Source: an optimization exercise on an open RTL-to-GDS flow (aim: small area, a short achievable clock period and few clock cycles per item). Production flows keep margins and buffers that such runs may drop. Function was checked by simulation only, so behaviour that the tests miss may differ from the original.

==> design/flow/design.v <==
module cifrari_mix (
    input  wire [31:0] a_in,
    input  wire [31:0] b_in,
    input  wire [31:0] c_in,
    input  wire [31:0] d_in,
    output wire [31:0] a_out,
    output wire [31:0] b_out,
    output wire [31:0] c_out,
    output wire [31:0] d_out
);
    wire [31:0] a1 = a_in + b_in;
    wire [31:0] b1 = b_in - c_in;
    wire [31:0] c1 = {c_in[20:0], c_in[31:21]};    
    wire [31:0] d1 = d_in ^ a1;
    wire [31:0] a2 = a1 - c1;
    wire [31:0] b2 = {b1[14:0], b1[31:15]};        
    wire [31:0] c2 = c1 ^ d1;
    wire [31:0] d2 = d1 + b2;
    wire [31:0] a3 = {a2[18:0], a2[31:19]};        
    wire [31:0] b3 = b2 ^ d2;
    wire [31:0] c3 = c2 + a3;
    wire [31:0] d3 = d2 - c3;
    wire [31:0] a4 = a3 ^ d3;
    wire [31:0] b4 = b3 + c3;
    wire [31:0] c4 = c3 - b4;
    wire [31:0] d4 = {d3[24:0], d3[31:25]};        
    assign a_out = a4;
    assign b_out = b4;
    assign c_out = c4;
    assign d_out = d4;
endmodule
module cifrari_perm (
    input  wire         clk,
    input  wire         rst,
    input  wire         in_valid,
    output wire         in_ready,
    input  wire [511:0] in_block,
    output wire         out_valid,
    output wire [511:0] out_block
);
    reg  [31:0] x [0:15];
    reg         busy;
    reg         diag;       
    reg  [4:0]  rnd;        
    reg         done;
    wire [31:0] mix_a [0:3];
    wire [31:0] mix_b [0:3];
    wire [31:0] mix_c [0:3];
    wire [31:0] mix_d [0:3];
    wire [31:0] res_a [0:3];
    wire [31:0] res_b [0:3];
    wire [31:0] res_c [0:3];
    wire [31:0] res_d [0:3];
    reg  [31:0] nxt [0:15];
    genvar g;
    generate
        for (g = 0; g < 4; g = g + 1) begin : lane
            assign mix_a[g] = x[g];
            assign mix_b[g] = diag ? x[4  + ((g + 1) % 4)] : x[4  + g];
            assign mix_c[g] = diag ? x[8  + ((g + 2) % 4)] : x[8  + g];
            assign mix_d[g] = diag ? x[12 + ((g + 3) % 4)] : x[12 + g];
            cifrari_mix u_mix (
                .a_in (mix_a[g]), .b_in (mix_b[g]),
                .c_in (mix_c[g]), .d_in (mix_d[g]),
                .a_out(res_a[g]), .b_out(res_b[g]),
                .c_out(res_c[g]), .d_out(res_d[g])
            );
        end
    endgenerate
    integer i;
    always @(*) begin
        for (i = 0; i < 16; i = i + 1)
            nxt[i] = 32'd0;      
        for (i = 0; i < 4; i = i + 1) begin
            nxt[i] = res_a[i];
            if (diag) begin
                nxt[4  + ((i + 1) % 4)] = res_b[i];
                nxt[8  + ((i + 2) % 4)] = res_c[i];
                nxt[12 + ((i + 3) % 4)] = res_d[i];
            end else begin
                nxt[4  + i] = res_b[i];
                nxt[8  + i] = res_c[i];
                nxt[12 + i] = res_d[i];
            end
        end
    end
    wire accept = in_valid && !busy;
    always @(posedge clk) begin
        if (rst) begin
            busy <= 1'b0;
            diag <= 1'b0;
            rnd  <= 5'd0;
            done <= 1'b0;
        end else begin
            done <= 1'b0;
            if (accept) begin
                busy <= 1'b1;
                diag <= 1'b0;
                rnd  <= 5'd0;
            end else if (busy) begin
                diag <= ~diag;
                if (diag) begin
                    if (rnd == 5'd19) begin
                        busy <= 1'b0;
                        done <= 1'b1;
                    end else begin
                        rnd <= rnd + 5'd1;
                    end
                end
            end
        end
    end
    integer j;
    always @(posedge clk) begin
        if (accept) begin
            for (j = 0; j < 16; j = j + 1)
                x[j] <= in_block[32*j +: 32];
        end else if (busy) begin
            for (j = 0; j < 16; j = j + 1)
                x[j] <= nxt[j];
        end
    end
    assign in_ready  = !busy;
    assign out_valid = done;
    genvar k;
    generate
        for (k = 0; k < 16; k = k + 1) begin : pack
            assign out_block[32*k +: 32] = x[k];
        end
    endgenerate
endmodule
==> design/flow/run.sh <==
#!/bin/bash
# synth_recipe.tcl (not shown) runs the flow's synth.tcl, then flattens the netlist and writes it again
# the make line also repeats each setting of config.mk as NAME=value (left out here)
make -C /OpenROAD-flow-scripts/flow DESIGN_CONFIG=/design/flow/config.mk WORK_HOME=/design/flow/orfs CLKGATE_MAP_FILE= SYNTH_SCRIPT=/design/flow/synth_recipe.tcl finish
==> design/flow/config.mk <==
export PLATFORM = sky130hd
export DESIGN_NAME = cifrari_perm
export DESIGN_NICKNAME = cifrari_perm
export VERILOG_FILES = /design/flow/design.v
export SDC_FILE = /design/flow/constraint.sdc
export NUM_CORES = 4
export LEC_CHECK = 0
export CAP_MARGIN = 40
export CORE_MARGIN = 2
export CORE_UTILIZATION = 30
export PLACE_DENSITY = 0.5
export SETUP_SLACK_MARGIN = 0.3
export SLEW_MARGIN = 40
==> design/flow/constraint.sdc <==
create_clock -name core_clock -period 14.5 [get_ports {clk}]
set_input_delay 2.9000 -clock core_clock [delete_from_list [all_inputs] [get_ports {clk}]]
set_output_delay 2.9000 -clock core_clock [all_outputs]
set_load 0.01 [all_outputs]
==> results of run 1 <==
[worst max-delay path, delay by kind of cell, from the launching register on]
kind,cells,cell delay [ns]
adders and majority gates,5,1.79
buffers and inverters,13,2.02
DFF,1,0.43
and+or+nand+nor,11,2.27
muxes,1,0.53
xor gates and xnor gates,4,1.03
AOI/OAI and AO/OA,27,5.48
[path summary, 6_finish.rpt]
check / start / endpoint / slack (ns) / depth (start not counted)
worst max-delay path: diag / x[9][31] / 0.57 / 61
worst min-delay path: rnd[1] / rnd[1] / 0.54 / 2
worst max register to register: diag / x[9][31] / 0.57 / 61
worst min register to register: rnd[1] / rnd[1] / 0.54 / 2
[sequential cells by signal, indices dropped and copies added (netlist names)]
signal and cells:
busy 1, diag 1, done 1, rnd 5, x 512
[stage by stage]
| step | cell area, sq um | instances | hold WS, ns |
|---|---|---|---|
| floorplan | 80140 | 9748 | 0.4706 |
| global placement | 106600 | 15580 | 0.4868 |
| detailed placement | 107500 | 15590 | 0.5173 |
| CTS | 110000 | 15720 | 0.5378 |
| global route | 110700 | 15730 | 0.5987 |
| finish | 110900 | 15780 | 0.5356 |
[metal layers]
metal  global-route usage [%]  share of wire, %
met5                        0             0.090
met4                    28.86               7.5
met3                    15.51                13
met2                    59.31                37
met1                    61.87                43
[cells in the final DEF, fill, tap and decap left out, types with 128 or more instances in the layout]
cell	n
sky130_fd_sc_hd__buf_4	1482
sky130_fd_sc_hd__clkdlybuf4s50_1	1028
sky130_fd_sc_hd__ha_1	932
sky130_fd_sc_hd__nor2_1	919
sky130_fd_sc_hd__xnor2_1	891
sky130_fd_sc_hd__nand2_1	834
sky130_fd_sc_hd__a21oi_1	784
sky130_fd_sc_hd__o21ai_0	693
sky130_fd_sc_hd__edfxtp_1	512
sky130_fd_sc_hd__inv_1	454
sky130_fd_sc_hd__xor2_1	379
sky130_fd_sc_hd__mux2i_1	318
sky130_fd_sc_hd__a21o_1	294
sky130_fd_sc_hd__mux2_2	159
sky130_fd_sc_hd__nor3_1	150
sky130_fd_sc_hd__nand3_1	139
sky130_fd_sc_hd__o21a_1	128
[kinds of logic (layout without fill, tap and decap cells)]
group | after synthesis | after routing
AOI/OAI and AO/OA | 2816 | 2816
and+or+nand+nor | 2714 | 2714
xor gates and xnor gates | 1423 | 1423
adders and majority gates | 984 | 984
buffers and inverters | 708 | 3156
muxes | 583 | 583
DFF | 520 | 520
other | 0 | 53
[layout make-up]
class | count | area share [%]
Inverter | 460 | 1.571
Antenna cell | 53 | 0.1196
Sequential cell | 520 | 14.02
Timing Repair Buffer | 2562 | 20.28
Clock inverter | 41 | 0.3024
Multi-Input combinational cell | 8520 | 57.86
Tap cell | 3533 | 3.987
Clock buffer | 93 | 1.869
[synth_stat cells (all sizes together) (24+ instances only)]
cell / number
or2: 51
clkbuf: 194
nor2: 929
fa: 32
a31oi: 90
a21oi: 808
buf: 54
and2: 73
nand2b: 120
nand3: 139
xor2: 420
o211ai: 59
inv: 458
o31ai: 50
nor3: 154
a211o: 37
a21boi: 52
and3: 104
or3: 60
a21o: 294
o21bai: 122
a211oi: 96
ha: 933
mux2: 160
nand2: 837
xnor2: 991
nand4: 34
o21a: 130
mux2i: 423
o21ai: 757
edfxtp: 512
nor4: 24
nor2b: 116
[repair_timing]
item,4_1_cts,5_1_grt
buffers inserted,0,3
pin swaps,0,12
gates resized for setup,7,112
setup endpoints to repair,20,99
gates cloned,0,2
==> run notes, run 1 <==
Final layout
The final core utilization is 41.79%. The number of nets in the layout is 13.62k. The synthesis-to-layout area growth is 38.35%. The share of final-layout standard cells stronger than drive strength 1 is 18.74%.

The area occupied by multi-input gates is 64150 sq um. The sequential cells in the finished layout cover a total of 15540 sq um. The filler cell count is 26.97k.

Synthesis
Of the post-synthesis cell area, the dominant cell type holds 19.19%. The synthesized design contains 520 register bits. The post-synthesis cell type count is 134. The adder-cell share of the synthesized area is 15.61%. The combined area of all synthesized cells is 80140 sq um. The mux cell area share after synthesis is 7.532%.

Sequential cells were found to cover 19.39% of the synthesized design area. After synthesis, the cell types taking the most area are sky130_fd_sc_hd__edfxtp_1 (19%), sky130_fd_sc_hd__ha_1 (15%), sky130_fd_sc_hd__xnor2_1 (11%). The post-synthesis simple-gate area fraction is 15.52%. The synthesized design spends more area on one cell type than any other, namely sky130_fd_sc_hd__edfxtp_1. Of all flip-flops after synthesis, the portion carrying an async set or reset was 0%.

The XOR/XNOR share of the synthesized area is 16.02%. The synthesized netlist devotes 22.59% of its cell area to compound gates. Synthesis handed over a netlist of 9748 instances. The dominant register cell in the synthesized netlist is sky130_fd_sc_hd__edfxtp_1. The number of enable flip-flop cells after synthesis is 512.

The combinational family with the most area after synthesis is compound AO/OA/AOI/OAI gates. The number of warning messages in the yosys log is 5. The mean post-synth cell area is 8.221 sq um.

The number of nets in the synthesized netlist is 11.23k.

Timing
Setup repair after global routing could not meet its margin everywhere. Setup slack on the critical path of the routed design comes to 0.5659 ns. Across the routed clock network, the largest skew measured is 0.07411 ns.

The headroom to the max-slew limit is 29.38%. The fmax is 0.07177 GHz. The setup TNS is 0 ns. The final count of pins violating max slew is 0. The final critical-path required period is 13.93 ns. The transition time at the pin with the least slew margin is 1.030 ns. The final critical path takes up 96.10% of the cycle. The number of failing hold endpoints at the final stage came to 0. The final-report setup violation count is 0.

Worst setup path
The critical path in this run is classified as flip-flop to flip-flop. The most numerous cell on the critical path is sky130_fd_sc_hd__buf_4. STA classifies the critical path endpoint as a flip-flop. The largest individual stage delay along the critical path comes from the cell sky130_fd_sc_hd__xnor2_1. STA classifies the critical path startpoint as a flip-flop.

The data arrival time of the critical path is 14.47 ns. In this run the worst path has a maximum fanout of 4. The largest single stage delay on the critical path is 0.59 ns.

The worst path required time is 15.04 ns.

Clock tree
The H-tree depth reported by CTS is 3. The buffer type at the clock tree root is sky130_fd_sc_hd__clkbuf_16. TritonCTS built the clock tree. Counting along the longest clock path gives a buffer depth of 4. The insertion delay of the later-clocked pin in the worst-skew pair is 0.86 ns. The count of hold-fix buffers inserted at cts is 0.

The count of clock tree sinks is 520. Clock-pin slew was measured on the worst setup and hold paths at 0.06 ns. TritonCTS created 80 clock buffers.

GRT
The total grt overflow is 0. Global routing consumed, over all layers together, 45.19% of the routing resources. The first global-routing pass estimated 814.8 mm of wire. The initial antenna violation count is 120. The via count of the first global-routing pass is 85.55k. The pin count of the biggest net entering global routing is 155.

Floorplanning
The core region is 265300 sq um. The width of the chip is 520.8 um. The initial core utilization is 30.20%. In this run the vertical extent of the chip is 520.8 um.

For this design the top-level I/O count stands at 1029. The die covers 271300 sq um. In this run the core area contains 189 standard-cell rows.

Route
After detailed routing, the number of remaining DRC violations is 0. The vias per cell is 5.945. In the final routed layout, each cell accounts on average for 40.63 um.

The first detailed-routing pass took 6 iterations. The count of nets left with antenna violations once routing finished came out at 0. The initial detailed-routing violation count is 14.13k.

The routed design has 641.2 mm of wire. The overall via count from detail_route is 93.83k.

Run status
The run finished with no timing, DRC or antenna violations.

Place
The count of buffers from port buffering is 1028. The detailed placer's ending HPWL is 568.7 mm. The worst setup slack after placement is 0.06465 ns. The global placement routability congestion is 1.093.

Worst hold path
The path class of the lowest-slack min-delay path is flip-flop to flip-flop.

Job
The reported max-cap violation count is 0.
Testbench counts, summed over its fixed seeds: cycles 21,000, items 512.
==> run 2, diff against run 1 <==
==> design/flow/design.v (replaced) <==
module cifrari_perm (
    input  wire         clk,
    input  wire         rst,
    input  wire         in_valid,
    output wire         in_ready,
    input  wire [511:0] in_block,
    output wire         out_valid,
    output wire [511:0] out_block
);
    function automatic [31:0] rotl11(input [31:0] v); rotl11 = {v[20:0], v[31:21]}; endfunction
    function automatic [31:0] rotl17(input [31:0] v); rotl17 = {v[14:0], v[31:15]}; endfunction
    function automatic [31:0] rotl13(input [31:0] v); rotl13 = {v[18:0], v[31:19]}; endfunction
    function automatic [31:0] rotl7 (input [31:0] v); rotl7  = {v[24:0], v[31:25]}; endfunction
    reg  [511:0] r1;           
    reg  [511:0] r2;           
    reg          busy1, busy2, done1;
    reg  [5:0]   cnt1, cnt2;   
    wire [511:0] s1;           
    wire [511:0] s2;           
    wire [511:0] p2;           
    genvar g, r, j;
    generate
        for (g = 0; g < 4; g = g + 1) begin : mix
            wire [31:0] a  = r1[32*(g     ) +: 32];
            wire [31:0] b  = r1[32*(g +  4) +: 32];
            wire [31:0] c  = r1[32*(g +  8) +: 32];
            wire [31:0] d  = r1[32*(g + 12) +: 32];
            wire [31:0] a1 = a + b;
            wire [31:0] c1 = rotl11(c);
            wire [31:0] d1 = d ^ a1;
            wire [31:0] nc = ~c1;
            wire [31:0] cs = a ^ b ^ nc;
            wire [31:0] cc = (a & b) | (a & nc) | (b & nc);
            wire [31:0] a2 = cs + {cc[30:0], 1'b1};
            wire [31:0] b2 = rotl17(b - c);
            wire [31:0] c2 = c1 ^ d1;
            wire [31:0] d2 = d1 + b2;
            wire [31:0] a3 = rotl13(a2);
            wire [31:0] c3 = c2 + a3;
            assign s1[32*(g     ) +: 32] = a3;
            assign s1[32*(g +  4) +: 32] = b2;
            assign s1[32*(g +  8) +: 32] = c3;
            assign s1[32*(g + 12) +: 32] = d2;
            wire [31:0] ya = r2[32*(g     ) +: 32];
            wire [31:0] yb = r2[32*(g +  4) +: 32];
            wire [31:0] yc = r2[32*(g +  8) +: 32];
            wire [31:0] yd = r2[32*(g + 12) +: 32];
            wire [31:0] b3 = yb ^ yd;
            wire [31:0] d3 = yd - yc;
            assign s2[32*(g     ) +: 32] = ya ^ d3;
            assign s2[32*(g +  4) +: 32] = b3 + yc;
            assign s2[32*(g +  8) +: 32] = 32'd0 - b3;
            assign s2[32*(g + 12) +: 32] = rotl7(d3);
        end
        for (r = 0; r < 4; r = r + 1) begin : prow
            for (j = 0; j < 4; j = j + 1) begin : pcol
                assign p2[32*(4*r + j) +: 32] = s2[32*(4*r + ((r - j + 4) % 4)) +: 32];
            end
        end
    endgenerate
    wire free2 = !busy2;
    always @(posedge clk) begin
        r2 <= s1;
        r1 <= free2 ? in_block : p2;
    end
    always @(posedge clk) begin
        if (rst) begin
            busy1 <= 1'b0;
            busy2 <= 1'b0;
            done1 <= 1'b0;
        end else begin
            busy2 <= busy1 && !done1;
            busy1 <= free2 ? in_valid : busy2;
            done1 <= busy2 && (cnt2 == 6'd39);
        end
    end
    always @(posedge clk) begin
        cnt2 <= cnt1;
        cnt1 <= free2 ? 6'd0 : cnt2 + 6'd1;
    end
    assign in_ready  = free2;
    assign out_valid = done1;
    assign out_block = r1;
endmodule
==> run notes, run 2 <==
Final layout
The number of nets in the layout came to 11.84k (-13%). The synthesis-to-layout area growth is 26.61%. The flip-flop and latch area was 20810 sq um (+34%). The final cell count without fillers is 14.06k (-11%).

Leaving out fill and tap cells, the most frequent cell in the layout is sky130_fd_sc_hd__dfxtp_1. The area occupied by multi-input gates is 54760 sq um (-15%). The largest registers in the layout are r1 x512, r2 x512. The filler cell count was 26.94k (-0.11%). The top cell types in the final layout, fill and taps aside, are sky130_fd_sc_hd__dfxtp_1 (1034), sky130_fd_sc_hd__clkdlybuf4s50_1 (1028), sky130_fd_sc_hd__inv_1 (991), sky130_fd_sc_hd__xnor2_1 (921), sky130_fd_sc_hd__a21oi_1 (917). The share of final-layout standard cells stronger than drive strength 1 is 7.726% (-11 points).

Worst setup path
The type of the worst setup path is flip-flop to flip-flop. The setup slack on the worst flop-to-flop path is 6.15 ns (+5.58 ns). The endpoint identified for the worst register-to-register timing path is r2[313]. The worst path required time was 15.21 ns (+0.17 ns).

The worst setup path startpoint is r1[161]. The most critical setup path has its endpoint at r2[313]. The slowest stage of the critical path belongs to the cell sky130_fd_sc_hd__a31oi_1. The nature of the critical path endpoint is a flip-flop.

The data arrival time of the critical path is 9.07 ns (-5.40 ns). The critical path launch point type is a flip-flop. The peak fanout along the critical path is 6 (+2). Among the stages of the critical path, the cell type that occurs most often is sky130_fd_sc_hd__o21ai_0. The worst-case reg-to-reg path depth is 31 (-49%).

The peak per-stage delay on the critical path came to 0.62 ns (+0.03 ns). In this run the critical register-to-register path is launched from r1[161].

GRT
The first-pass GRT wire length is 650.3 mm (-20%). The total routing resource utilization after global routing is 36.52% (-8.7 points). The initial antenna violation count is 91 (-24%). The pin count of the biggest net entering global routing is 180 (+16%). The total grt overflow is 0 (unchanged).

The via count of the first global-routing pass is 72.60k (-15%).

Synthesis
The net count after synthesis came to 10.72k (-4.5%). Yosys attributes the largest share of cell area to sky130_fd_sc_hd__dfxtp_1 (26%), sky130_fd_sc_hd__ha_1 (14%), sky130_fd_sc_hd__xnor2_1 (11%). By instance count, the leading cell after synthesis is sky130_fd_sc_hd__dfxtp_1. The part of the Yosys area used for sequential elements is 26.39% (+7.0 points). The top-area cell type share of the netlist area came to 26.39% (+7.2 points). The number of warning messages in the yosys log was 1 (-4). The combined area of all synthesized cells is 78830 sq um (-1.6%). The share of synthesized registers carrying an async set or reset came to 0% (unchanged). The number of enable flip-flop cells after synthesis is 0 (-100%). The mean post-synth cell area is 8.574 sq um (+4.3%).

The most used flip-flop cell after synthesis is sky130_fd_sc_hd__dfxtp_1. The number of synthesized register bits is 1039 (+100%). In the synthesized netlist, the cells that appear most often are sky130_fd_sc_hd__dfxtp_1 (1039), sky130_fd_sc_hd__xnor2_1 (998), sky130_fd_sc_hd__inv_1 (992). The number of instances in the synthesized netlist is 9194 (-5.7%). The post-synthesis cell type count is 102 (-24%). Of all cell types, the one taking the most synthesized area is sky130_fd_sc_hd__dfxtp_1.

Clock tree
The insertion delay of the later-clocked pin in the worst-skew pair was 0.85 ns (about the same). The post-CTS setup buffer count was 0 (unchanged). The total CTS buffers is 139 (+74%).

The count of clock tree sinks is 1039 (+100%). The number of buffers on the longest clock path is 3 (-1). The H-tree depth reported by CTS came to 4 (+1).

The clock input transition at the sequential cells of the worst setup and hold paths is 0.06 ns (about the same). The count of cells resized by post-cts repair is 0 (-7). The count of hold-fix buffers inserted at cts is 0 (unchanged). The CTS tree is done. The buffer type at the clock tree root is sky130_fd_sc_hd__clkbuf_16.

Floorplanning
The width of the chip is 516.6 um (-0.81%). The initial core utilization is 30.11% (-0.094 points). The I/O pin count was 1029 (unchanged). The standard-cell row count was 188 (-0.53%).

The area enclosed by the die boundary is 266900 sq um (-1.6%). The placeable core region is 261800 sq um (-1.3%). The y dimension of the die came to 516.6 um (-0.81%).

Route
The initial detailed-routing violation count is 7738 (-45%). The number of detailed-route iterations in the first pass is 8 (+2). The detail-routed net length per standard cell came to 35.87 um (-12%). The vias per cell is 5.402 (-9.1%). The detailed-route wire length is 504.4 mm (-21%). The DRC violation count after routing is 0 (unchanged). The count of nets left with antenna violations after detail routing is 0 (unchanged). The overall via count from detail_route is 75.96k (-19%).

Timing
The final critical-path required period was 8.353 ns (-5.581 ns). The final-report setup violation count is 0 (unchanged). The final worst hold slack was 0.3270 ns (-0.2085 ns). Setup repair after global routing left no endpoint under its margin. The fmax was 0.1197 GHz (+67%). The final count of pins violating max slew is 0 (unchanged). The setup TNS came to 0 ns (unchanged). The headroom to the max-slew limit was 33.74% (+4.4 points). The number of failing hold endpoints at the final stage is 0 (unchanged). The transition time at the pin with the least slew margin came to 0.9905 ns (-0.03929 ns). The setup clock skew after layout is 0.03529 ns (-0.03881 ns). The final critical-path share of the clock period is 57.60% (-38 points).

Place
The count of buffers from port buffering was 1028 (unchanged). The detailed placer's ending HPWL came to 442.5 mm (-22%). The cell count after placement came to 13.68k (-12%). The global placement routability congestion was 1.037 (-5.1%).

Worst hold path
The path class of the lowest-slack min-delay path is flip-flop to flip-flop.

Job
The reported max-cap violation count is 0 (unchanged).

Run status
The run finished with no timing, DRC or antenna violations.
run 2: logic make-up (layout without fill, tap and decap cells):
group           Yosys count  after routing  share of synthesized area, %
xor+xnor               1446           1446                         16.37
mux                     242            242                         3.449
other cells               0            127                             0
compound gates         2376           2376                         19.06
flops                  1039           1039                         26.39
buf+inv                1135           2361                         5.416
fa+ha+maj              1018           1018                         17.60
simple gates           1938           1938                         11.72
run 2: stage by stage:
| stage | worst slack, ns | cell area [sq um] | utilization, % |
|---|---|---|---|
| 2_1_floorplan | 7.779 | 78830 | - |
| 3_3_place_gp | 6.333 | 93780 | 35.82 |
| 3_5_place_dp | 6.353 | 94610 | 36.14 |
| 4_1_cts | 6.330 | 99410 | 37.97 |
| 5_1_grt | 5.394 | 99750 | 38.10 |
| 6_report | 6.147 | 99800 | 38.12 |
run 2: area by class of cell:
type	count	area share, %
multi-input combinational	7020	54.87
sequential	1039	20.85
timing repair buffer	1116	11.02
tap	3515	4.407
clock buffer	176	3.858
inverter	992	3.731
clock inverter	77	0.9515
antenna	127	0.3184
run 2: metal layers:
layer | vias up | share of wire [%] | global-route usage (%)
met4 | 30 | 7.7 | 25.27
met2 | 3704 | 42 | 54.79
met1 | 37340 | 42 | 46.99
met3 | 827 | 7.5 | 7.074
li1 | 34060 | - | -
met5 | - | 0.040 | 0
run 2: worst min path at each step:
stage                    to  cells past startpoint  startpoint  slack [ns]
finish              cnt2[5]                      0     cnt1[5]        0.33
floorplan           cnt2[0]                      0     cnt1[0]        0.31
global placement    cnt2[1]                      0     cnt1[1]        0.31
global route        cnt2[5]                      0     cnt1[5]        0.33
detailed placement  cnt2[5]                      0     cnt1[5]        0.31
CTS                 cnt2[5]                      0     cnt1[5]        0.33
run 2: worst max-delay path, delay by kind of cell (launching register included):
| family | cells | cell delay (ns) |
|---|---|---|
| AO/OA/AOI/OAI | 18 | 4.91 |
| XOR/XNOR | 2 | 0.44 |
| adder cells (fa/ha/maj) | 3 | 1.28 |
| buffers and inverters | 3 | 0.29 |
| flip-flops | 1 | 0.51 |
| AND/OR/NAND/NOR | 5 | 0.77 |
Testbench counts of run 2, summed over its fixed seeds: cycles 21,000, items 512.

==> static timing again, ports no longer ideal <==
How much do the figures lean on ideal ports? The routed layouts below were timed once more, with nothing changed but the port constraints.
Step 1 assumes that a clkbuf_16 drives the clock port and a buf_2 every other input.
Step 2 also shifts input and output timing later by t, the mid clock arrival at the registers, as if the neighbouring blocks saw the same clock.
Slacks: ideal ports / drivers / drivers and shift; pairs: ideal ports / drivers.
run | t, ns | setup WS [ns] | worst data-port slew with drivers (ns)
run 1 | 0.914 | 0.566 / 0.566 / 0.566 | 0.23
run 2 | 0.932 | 6.147 / 6.147 / 6.147 | 0.12
After both steps every run listed still meets setup and hold.
